What follows belongs to an exercise in optimizing a design on an open flow for small area, a short achievable clock period and few clock cycles per item; a production flow would make more cautious choices.
Function was checked by simulation only, so behaviour that the tests miss may differ from the original.

--- design/flow/run.sh ---
#!/bin/bash
# synth_recipe.tcl (not shown) runs the flow's synth.tcl, then flattens the netlist and writes it again
# the make line also repeats each setting of config.mk as NAME=value (left out here)
make -C /OpenROAD-flow-scripts/flow DESIGN_CONFIG=/design/flow/config.mk WORK_HOME=/design/flow/orfs CLKGATE_MAP_FILE= SYNTH_SCRIPT=/design/flow/synth_recipe.tcl finish
--- design/flow/config.mk ---
export PLATFORM = sky130hd
export DESIGN_NAME = bilerp64
export DESIGN_NICKNAME = bilerp64
export VERILOG_FILES = /design/flow/design.v
export SDC_FILE = /design/flow/constraint.sdc
export NUM_CORES = 4
export LEC_CHECK = 0
export CAP_MARGIN = 20
export CORE_MARGIN = 2
export CORE_UTILIZATION = 40
export SLEW_MARGIN = 20
--- design/flow/constraint.sdc ---
create_clock -name core_clock -period 25.0 [get_ports {clk}]
set_input_delay 5.0000 -clock core_clock [delete_from_list [all_inputs] [get_ports {clk}]]
set_output_delay 5.0000 -clock core_clock [all_outputs]
set_load 0.01 [all_outputs]
--- design/flow/design.v ---
module bilerp64 (
    input  wire        clk,
    input  wire        rst,          
    input  wire        in_valid,
    output wire        in_ready,
    input  wire [63:0] in_dx,        
    input  wire [63:0] in_dy,        
    input  wire [31:0] in_p,         
    output wire        out_valid,
    input  wire        out_ready,
    output wire [7:0]  out_byte
);
    function [62:0] round_pack;
        input [10:0] e;
        input [52:0] m;       
        input        g;
        input        s;
        reg   [53:0] mr;
        reg   [10:0] er;
        begin
            mr = {1'b0, m} + ((g && (s || m[0])) ? 54'd1 : 54'd0);
            er = e;
            if (mr[53]) begin
                mr = mr >> 1;
                er = er + 11'd1;
            end
            round_pack = {er, mr[51:0]};
        end
    endfunction
    function [63:0] fmul;
        input [63:0] a;
        input [63:0] b;
        reg   [105:0] prod;
        reg   [12:0]  e;
        begin
            if (a[62:0] == 63'd0 || b[62:0] == 63'd0) begin
                fmul = 64'd0;
            end else begin
                prod = {1'b1, a[51:0]} * {1'b1, b[51:0]};
                e    = {2'b00, a[62:52]} + {2'b00, b[62:52]} - 13'd1023;
                if (prod[105])
                    fmul = {1'b0, round_pack(e[10:0] + 11'd1, prod[105:53], prod[52], |prod[51:0])};
                else
                    fmul = {1'b0, round_pack(e[10:0], prod[104:52], prod[51], |prod[50:0])};
            end
        end
    endfunction
    function [63:0] fadd;
        input [63:0] a;
        input [63:0] b;
        reg   [63:0] hi_op, lo_op;
        reg   [10:0] d;
        reg   [55:0] ma, mb;
        reg   [56:0] sum;
        reg   [55:0] sn, lost;
        reg   [10:0] e;
        begin
            if (a[62:0] == 63'd0) begin
                fadd = b;
            end else if (b[62:0] == 63'd0) begin
                fadd = a;
            end else begin
                if (a[62:52] >= b[62:52]) begin hi_op = a; lo_op = b; end
                else                      begin hi_op = b; lo_op = a; end
                d  = hi_op[62:52] - lo_op[62:52];
                ma = {1'b1, hi_op[51:0], 3'b000};
                mb = {1'b1, lo_op[51:0], 3'b000};
                if (d >= 11'd56) begin
                    mb = 56'd1;
                end else begin
                    lost = mb & ~({56{1'b1}} << d);
                    mb   = (mb >> d) | {55'd0, |lost};
                end
                sum = {1'b0, ma} + {1'b0, mb};
                e   = hi_op[62:52];
                if (sum[56]) begin
                    sn = {sum[56:2], sum[1] | sum[0]};
                    e  = e + 11'd1;
                end else begin
                    sn = sum[55:0];
                end
                fadd = {1'b0, round_pack(e, sn[55:3], sn[2], |sn[1:0])};
            end
        end
    endfunction
    function [63:0] fsub_one;
        input [63:0] x;
        reg   [10:0] d;
        reg   [55:0] ma, mb, df, lost;
        reg   [10:0] e;
        reg   [5:0]  lz;
        integer      i;
        begin
            if (x[62:0] == 63'd0) begin
                fsub_one = 64'h3ff0_0000_0000_0000;
            end else begin
                d  = 11'd1023 - x[62:52];
                ma = {1'b1, 52'd0, 3'b000};
                mb = {1'b1, x[51:0], 3'b000};
                if (d >= 11'd56) begin
                    mb = 56'd1;
                end else begin
                    lost = mb & ~({56{1'b1}} << d);
                    mb   = (mb >> d) | {55'd0, |lost};
                end
                df = ma - mb;
                lz = 6'd0;
                for (i = 0; i < 56; i = i + 1)
                    if (df[i]) lz = 6'd55 - i[5:0];
                df = df << lz;
                e  = 11'd1023 - {5'd0, lz};
                fsub_one = {1'b0, round_pack(e, df[55:3], df[2], |df[1:0])};
            end
        end
    endfunction
    function [63:0] fbyte;
        input [7:0] p;
        reg   [7:0]  m;
        reg   [10:0] e;
        integer      i;
        begin
            if (p == 8'd0) begin
                fbyte = 64'd0;
            end else begin
                m = p;
                e = 11'd1030;
                for (i = 0; i < 7; i = i + 1)
                    if (!m[7]) begin
                        m = m << 1;
                        e = e - 11'd1;
                    end
                fbyte = {1'b0, e, m[6:0], 45'd0};
            end
        end
    endfunction
    function [7:0] ftrunc;
        input [63:0] r;
        reg   [52:0] m;
        begin
            if (r[62:52] < 11'd1023) ftrunc = 8'd0;
            else if (r[62:52] > 11'd1030) ftrunc = 8'd255;
            else begin
                m = {1'b1, r[51:0]};
                ftrunc = m >> (11'd52 - (r[62:52] - 11'd1023));
            end
        end
    endfunction
    localparam S_IDLE = 4'd0;
    localparam S_OUT  = 4'd12;
    reg  [3:0]  state;
    reg  [63:0] dx1, dy1, dx2, dy2;
    reg  [31:0] p;
    reg  [63:0] t0, t1, acc;
    reg  [7:0]  res;
    reg  [63:0] ma, mb, aa, ab;
    always @(*) begin
        ma = dx2;
        mb = fbyte(p[7:0]);
        aa = t0;
        ab = t1;
        case (state)
            4'd3: begin ma = dx2; mb = fbyte(p[7:0]);   end    
            4'd4: begin ma = dx1; mb = fbyte(p[15:8]);  end    
            4'd6: begin ma = dy2; mb = acc;             end    
            4'd7: begin ma = dx2; mb = fbyte(p[23:16]); end    
            4'd8: begin ma = dx1; mb = fbyte(p[31:24]); end    
            4'd10: begin ma = dy1; mb = t0;             end    
            default: ;
        endcase
        case (state)
            4'd5:  begin aa = t0;  ab = t1; end                  
            4'd9:  begin aa = t0;  ab = t1; end                  
            4'd11: begin aa = acc; ab = t0; end                  
            default: ;
        endcase
    end
    wire [63:0] mres = fmul(ma, mb);
    wire [63:0] ares = fadd(aa, ab);
    wire [63:0] sres = fsub_one(state == 4'd1 ? dx1 : dy1);
    always @(posedge clk) begin
        if (rst) begin
            state <= S_IDLE;
        end else begin
            case (state)
                S_IDLE: if (in_valid) begin
                    dx1   <= in_dx;
                    dy1   <= in_dy;
                    p     <= in_p;
                    state <= 4'd1;
                end
                4'd1:  begin dx2 <= sres; state <= 4'd2;  end
                4'd2:  begin dy2 <= sres; state <= 4'd3;  end
                4'd3:  begin t0  <= mres; state <= 4'd4;  end
                4'd4:  begin t1  <= mres; state <= 4'd5;  end
                4'd5:  begin acc <= ares; state <= 4'd6;  end
                4'd6:  begin acc <= mres; state <= 4'd7;  end
                4'd7:  begin t0  <= mres; state <= 4'd8;  end
                4'd8:  begin t1  <= mres; state <= 4'd9;  end
                4'd9:  begin t0  <= ares; state <= 4'd10; end
                4'd10: begin t0  <= mres; state <= 4'd11; end
                4'd11: begin res <= ftrunc(ares); state <= S_OUT; end
                S_OUT: if (out_ready) state <= S_IDLE;
                default: state <= S_IDLE;
            endcase
        end
    end
    assign in_ready  = (state == S_IDLE);
    assign out_valid = (state == S_OUT);
    assign out_byte  = res;
endmodule
==> impl_results.md <==
- Fin nets: 20,370
- CTS Buf Count: 56
- Routed vias/inst: 6.24
- Hold Path Origin: state[0]
- Clock Sink Count: 485
- Hold path cells: 1
- Setup TNS: 0 ps
- WL final: 666 mm
- Starting Density: 40.2%
- Routed via count: 136,350
- FMAX: 51.6 MHz
- Routability cong.: 1.07
- RSZ-0062 raised after global routing: no
- Crit end category: flop
- DR DRC count: 0
- Most frequent CP cell: a21oi_1
- Gr usage total: 35.9%
- Clock Skew: 101 ps
- Area Growth Syn to Fin: 6.53%
- Routed WL per cell: 30.5 um
- Post-synth EDFFs: 481
- Area of the die: 366,000 um^2
- Dpl ws: 6440 ps
- Max stage delay on crit path: 840 ps
- Clk latency of the worst-skew pair: 730 ps
- CTS Hold Buffers Added: 0
- Fin worst setup slack: 5640 ps
- First-pass DRT Iterations: 10
- Final hold violation count: 0
- Crit start category: flop
- Top_reg_cell synth: edfxtp_1
- Die H: 605 um
- Synth top area cells: fa_1 36%, edfxtp_1 10%, nand2_1 8.1%
- Critical path class: reg2reg
- Crit share post-route: 77.5%
- Synth top area share: 36.1%
- Antenna violations before repair: 46
- Clock-pin transition on the worst setup and hold timing paths: 60 ps
- Std-Cell Rows: 220
- Hold Path Class: reg2reg
- Mapped Avg Cell Area: 8.29 um^2
- Warnings from Yosys: 1
- CTS Root Cell: clkbuf_16
- Final cell count without fillers: 21,840
- Largest net degree at the start of global routing: 153
- Seq/Total Area, Yosys: 10.0%
- Reg2reg path depth: 67
- First-pass GRT wire length: 957 mm
- Data arrival, critical path: 19,760 ps
- Deepest clock path buffer count: 3
- Synth Register Bits: 485
- Crit path max fanout: 43
- Unique cell type count in the Yosys netlist: 108
- Worst slew margin: 9.27%
- Vias in the first global route: 135,487
- Antenna Nets Post-Route: 0
- Least-Margin Pin Slew: 1330 ps
- Layout cells sized above 1: 5.88%
- Starting DRT DRC Count: 17,302
- Final Setup Violations: 0
- Critical path's slowest cell: a211oi_2
- Die Width: 605 um
- Largest area contributor in the netlist: fa_1
- Placed Cells: 21,719
- Post-Syn Area: 145,000 um^2
- Max-Cap Viols: 0
- Reg-to-Reg Start: state[2]
- PortBufs: 171
- Tmin final: 19,360 ps
- Crit path from: state[2]
- Mapped Cells: 17,441
- I/O pin cnt: 174
- Status: finished clean
- CTS tree: done
- Max Slew Vio Count: 0
- GR Overflow Total: 0
- CP Data Required Time: 25,390 ps
- CTS H-tree depth: 2
- Post-Syn Nets: 20,804
- Total core area: 359,000 um^2
- Setup bufs post-CTS: 0
- Asr flop ratio synth: 0%
- Detailed Place HPWL: 515 mm
- Post-cts sizing count: 0
[routing by layer]
metal / track usage (%) / part of all wire (%)
met4: 22.8 / 7.8
met5: 0 / 0.090
met3: 10.7 / 12
met1: 45.4 / 37
met2: 53.7 / 42
[cell type report]
type / count / area [um^2]
Fill cell: 36356 / 206000
Multi-Input combinational cell: 13208 / 117000
Sequential cell: 485 / 14500
Inverter: 2627 / 9860
Tap cell: 4773 / 5970
Timing Repair Buffer: 629 / 5180
Clock buffer: 69 / 1470
Clock inverter: 35 / 443
Antenna cell: 14 / 35.0
[path summary, 6_finish.rpt]
path / endpoint / slack [ps]
worst min-delay path: state[0] / 770
worst min register to register: state[0] / 770
worst max register to register: res[1] / 5640
worst max-delay path: res[1] / 5640
[placed cells by master, fill, tap and decap left out, drive strengths merged, types with 137 or more instances in the layout]
cell              n
xor2            154
edfxtp          481
nand2          3121
o22ai           153
buf             457
clkdlybuf4s50   171
xnor2           275
fa             2604
inv            2622
a21oi           635
a211oi          137
a21o            184
nor4            167
o211ai          147
mux2i           401
o21ai           578
nor2           1368
nand3           312
ha              595
and2            139
nor3            341
nand4           144
[critical path: cells and delay by family, from the launching register on]
kind | cells | cell delay (ps)
fa+ha+maj | 4 | 1050
flops | 1 | 730
buf+inv | 7 | 1480
compound gates | 33 | 10100
simple gates | 22 | 5280
mux | 1 | 260
[through the flow]
step	util, %	instance area, um^2	hold slack [ps]
CTS	42.8	154000	767
detailed placement	42.3	152000	768
floorplan	-	145000	739
global placement	42.3	152000	744
global route	42.8	154000	864
finish	42.8	154000	766
[state kept, by name, indices dropped and copies added (netlist names)]
register and flops:
dy1 63, p 32, state 4, acc 63, dx2 63, t0 63
res 8, t1 63, dy2 63, dx1 63
[logic make-up (layout without fill, tap and decap cells)]
group | count (synthesis) | in the layout | synth area share (%)
mux | 509 | 509 | 3.89
simple gates | 6135 | 6135 | 18.6
compound gates | 2936 | 2936 | 13.8
flops | 485 | 485 | 10.0
fa+ha+maj | 3199 | 3199 | 41.2
other cells | 0 | 14 | 0
buf+inv | 3748 | 3360 | 9.90
xor+xnor | 429 | 429 | 2.60
[cells in the mapped netlist, drive strengths merged (167+ instances only)]
cell	n
a21oi	635
ha	595
xnor2	275
fa	2604
nor4	167
o21ai	578
clkbuf	829
a21o	184
buf	292
edfxtp	481
mux2i	401
inv	2618
nand3	312
nor3	341
nand2	3121
nor2	1368
Testbench counts, summed over its fixed seeds: cycles 104,000, items 8,000.

-- what the ideal ports hide --
How much do the figures lean on ideal ports? The routed layout below was timed once more, with nothing changed but the port constraints. Step 1: set_driving_cell puts a clkbuf_16 on clk and a buf_2 on each other input, an assumption about the parent block. Step 2, shift: input delay + t, output delay - t, t = (earliest + latest rising clock arrival at the registers) / 2. This alone moves slack from input paths to output paths. a / b / c = ideal ports / drivers / drivers and shift; a / b = the first two.
shift t [ns]: 0.758
slack for setup (ns): 5.635 / 5.635 / 5.635
worst setup path after step 2: register to register
slew at the worst register clock pin (ns): 0.07 / 0.07
cell pins on the clock port's net: 1
After both steps this run still meets setup and hold. The setup slack of this run moves by 0.000 ns with the drivers and by 0.000 ns with both steps.
